From an optimization exercise on the open Yosys and OpenROAD flow, aimed at small area, a short achievable clock period and few clock cycles per item; shortcuts taken in it are not production practice.
Function was checked by simulation only, so behaviour that the tests miss may differ from the original.
Power and IR drop assume default switching activity.

== v25 ==
// bmr_blockrot
module bmr_blockrot (
    input  wire        clk,
    input  wire        rst,         
    input  wire        in_valid,
    output wire        in_ready,
    input  wire [63:0] in_data,
    input  wire        in_tpose,    
    output wire        out_valid,
    input  wire        out_ready,
    output wire [63:0] out_data
);
Size: about 10000 cells after synthesis, ~4300 flip-flops, roughly 140 I/O pins, about 120000 um^2 of cells after synthesis.
make LEC_CHECK=0 CAP_MARGIN=20 CORE_MARGIN=2 CORE_UTILIZATION=65 CTS_CLUSTER_DIAMETER=100 CTS_CLUSTER_SIZE=30 PLACE_DENSITY=0.75 SETUP_SLACK_MARGIN=5 SLEW_MARGIN=20 TNS_END_PERCENT=100 finish   # period 8.0 ns
run.sh (not shown) runs the stock make flow with config.mk's settings and CLKGATE_MAP_FILE= SYNTH_SCRIPT=/design/flow/synth_recipe.tcl, a recipe that flattens the netlist after the stock synthesis.
Per the final summary, v25 finished and its layout is clean on timing, DRC and antenna.
Testbench counts of v25, summed over its fixed seeds: cycles 8,720, blocks 128.
What v49 does differently from v25 at the input level:
- CTS_CLUSTER_SIZE now 24, was 30
--- outcome ---
- Die span in y came out exactly the same in v25 and v49.
- Looking at v25 and v49, the global-route usage is a wash.
- Final critical-path setup slack: v25 vs v49 — no meaningful difference
- As far as flip-flop and latch count after synthesis goes, v25 and v49 are indistinguishable; the numbers are identical.
- Higher count of clock-buffer cells in the layout was reported by v49, not v25.
- Final period utilization: v49 vs v25 — no meaningful difference
- Looking at v25 and v49, the via count is a wash.
- Share of flip-flops with an asynchronous set or reset after synthesis: v25 vs v49 identical
Here is what was changed in the inputs of v48 compared with v49.
- CTS_CLUSTER_SIZE changed from 24 to 28
- CTS_CLUSTER_DIAMETER changed from 100 to 80
Notes after the runs:
Post-route standard cell area excluding fillers of v49 is on par with v48.
v48: largest net degree at the start of global routing higher than v49
Against v49, v48 comes in about 12% lower on number of buffers added by the clock tree synthesis step.
Relative to v49, core utilization has gone down in v48.
Re die extent in y: no difference whatsoever between v48 and v49.
Looking at met3 layer wire length in the routed design, v48 sits 1.7% lower than v49 does.
Status: global-route usage parity (v49, v48)
Setup WNS v49 -> v48: better
Looking at total routed wirelength across both flows, v48 is the stronger of the two, with v49 trailing.
Any difference in final critical-path share of the clock period between v49 and v48 is small enough to ignore.
v48 consumes less power than v49 does.

## lane 1
Another version of the RTL of bmr_blockrot (not shown whole).
For scale: about 10000 cells after synthesis, ~140 I/O pins, ~120000 um^2 of cells after synthesis.
clock: 8.0 ns
lec_check: 0
cap_margin: 20
core_margin: 2
core_utilization: 75
cts_cluster_diameter: 100
cts_cluster_size: 24
place_density: 0.85
setup_slack_margin: 5
slew_margin: 20
tns_end_percent: 100
Lane 1 reached the final stage; the timing, design-rule and antenna checks on its layout passed.
Testbench counts of lane 1, summed over its fixed seeds: cycles 8,720, blocks 128.
--- input diff lane 1..lane 2 ---
Settings: changing CORE_UTILIZATION from 75 to 65; changing PLACE_DENSITY from 0.85 to 0.75.
==> notes.md <==
Lane 1 reports its source of the critical timing path as oh[62] while lane 2 reports oh[29].
Post-layout minimum cycle time is higher on lane 1
Floorplan check, lane 2 vs lane 1: die outline larger in lane 2
Diff lane 1..lane 2 | synthesized area | unchanged
Power: lane 2 vs lane 1, no meaningful difference
Between lane 2 and lane 1, number of diodes added for antenna fixing is higher for lane 1, lane 2 comes in under that.
Diff lane 1..lane 2 | multi-input combinational cell count | unchanged
Diff lane 2 and lane 1: share of power burned in the clock network higher in lane 2

Another version of the RTL of bmr_blockrot (not shown whole).
Size: roughly 5700 cells after synthesis, about 4300 flip-flops, roughly 140 I/O pins, ~0.098 mm^2 of cells after synthesis.
## bmr_blockrot
module bmr_blockrot (
    input  wire        clk,
    input  wire        rst,         
    input  wire        in_valid,
    output wire        in_ready,
    input  wire [63:0] in_data,
    input  wire        in_tpose,    
    output wire        out_valid,
    input  wire        out_ready,
    output wire [63:0] out_data
);
    reg [5:0]  phi;                 
    reg        ino;                 
    reg [6:0]  m;                   
    reg        inop;                
    reg        odv;                 
    reg        dop;                 
    reg        rev;                 
    reg [5:0]  rc;                  
    reg        ins;                 
    reg        rdy;                 
    reg [63:0] rd;                  
    reg        rt;                  
    reg        rv;                  
    reg [63:0] oh, ot;              
    reg        ohv, otv;
    wire revc = rev || (odv && otv);        
    wire adv  = !revc;                      
    wire dlv  = adv && odv;                 
    wire idle = ino && (m == 7'd0) && !odv;
    wire opop = ohv && out_ready;
    wire in_fire = in_valid && rdy;
    wire        op_in = (m == 7'd0) ? rt : inop;
    wire [63:0] rp;                         
    genvar gl, gi;
    generate
        for (gl = 0; gl < 64; gl = gl + 1) begin : g_rp
            assign rp[gl] = op_in ? rd[63 - gl] : rd[gl ^ 7];
        end
    endgenerate
    wire [6:0] m_a   = m + {6'd0, ins};
  ...
==> flow/config.mk <==
export PLATFORM = sky130hd
export DESIGN_NAME = bmr_blockrot
export DESIGN_NICKNAME = bmr_blockrot
export VERILOG_FILES = /design/flow/design.v
export SDC_FILE = /design/flow/constraint.sdc
export NUM_CORES = 4
export LEC_CHECK = 0
export CAP_MARGIN = 20
export CORE_MARGIN = 2
export CORE_UTILIZATION = 65
export CTS_CLUSTER_DIAMETER = 100
export CTS_CLUSTER_SIZE = 24
export PLACE_DENSITY = 0.75
export SETUP_SLACK_MARGIN = 5
export SLEW_MARGIN = 20
export TNS_END_PERCENT = 100
==> flow/constraint.sdc <==
create_clock -name core_clock -period 8.0 [get_ports {clk}]
set_input_delay 1.6000 -clock core_clock [delete_from_list [all_inputs] [get_ports {clk}]]
set_output_delay 1.6000 -clock core_clock [all_outputs]
set_load 0.01 [all_outputs]
The starting point passed the timing, design-rule and antenna checks.
Testbench counts at the start, summed over its fixed seeds: cycles 8,720, blocks 128.
Rerun with:
CTS_CLUSTER_SIZE = 30   (was 24)
After rerunning: The changed run completed with no timing, DRC or antenna violations; non-clock buffer count fell by 8; die area is unchanged; wire length is lower by about 2%; final area shrinks by 1.1%; cell count falls by 0.61%; sequential power hardly moves.
Rerun with:
CORE_UTILIZATION = 75   (was 65)
CTS_CLUSTER_DIAMETER = 80   (was 100)
CTS_CLUSTER_SIZE = 28   (was 30)
PLACE_DENSITY = 0.85   (was 0.75)
What happened:
- The changed run went through all stages and came out clean
- cell area barely changes
- routed wire length came out higher by 22%
- via count came out higher by about 11%
- sequential cell count is unchanged
- hold slack gains 0.0036 ns
- clock skew came out lower by 0.012 ns
- area after synthesis is unchanged
- total power came out higher by 4.0%

==> separate check: timing with driven ports <==
In the flow no input, the clock included, has a driving cell. The finished layouts below were timed again as built, in two steps.
Step 1, drivers: a clkbuf_16 drives clk and a buf_2 each remaining input, both assumed.
Step 2, shift: input delay + t, output delay - t, t = (earliest + latest rising clock arrival at the registers) / 2. This alone moves slack from input paths to output paths.
Slacks: ideal / step 1 / step 2; pairs: ideal / step 1.
run | shift t [ns] | setup WS [ns] | hold WS [ns] | pins driven straight from the clock port
v25 | 0.936 | 4.944 / 4.848 / 4.159 | 0.420 / 0.420 / 0.420 | 1
v49 | 0.951 | 4.947 / 4.852 / 4.119 | 0.434 / 0.434 / 0.434 | 1
v48 | 0.947 | 4.952 / 4.857 / 4.130 | 0.416 / 0.416 / 0.416 | 1
lane 1 | 0.936 | 4.881 / 4.795 / 4.436 | 0.418 / 0.418 / 0.418 | 1
lane 2 | 0.942 | 4.935 / 4.850 / 4.557 | 0.433 / 0.433 / 0.433 | 1
the first run of note 3 | 0.917 | 4.971 / 4.883 / 4.153 | 0.267 / 0.267 / 0.267 | 1
the second run of note 3 | 0.893 | 4.982 / 4.896 / 4.176 | 0.300 / 0.300 / 0.300 | 1
the third run of note 3 | 0.925 | 4.571 / 4.571 / 4.029 | 0.303 / 0.303 / 0.303 | 1
After both steps setup and hold are still met in every run listed. For v49, which loses most, drivers alone change the setup slack by -0.095 ns; drivers and shift together by -0.828 ns.
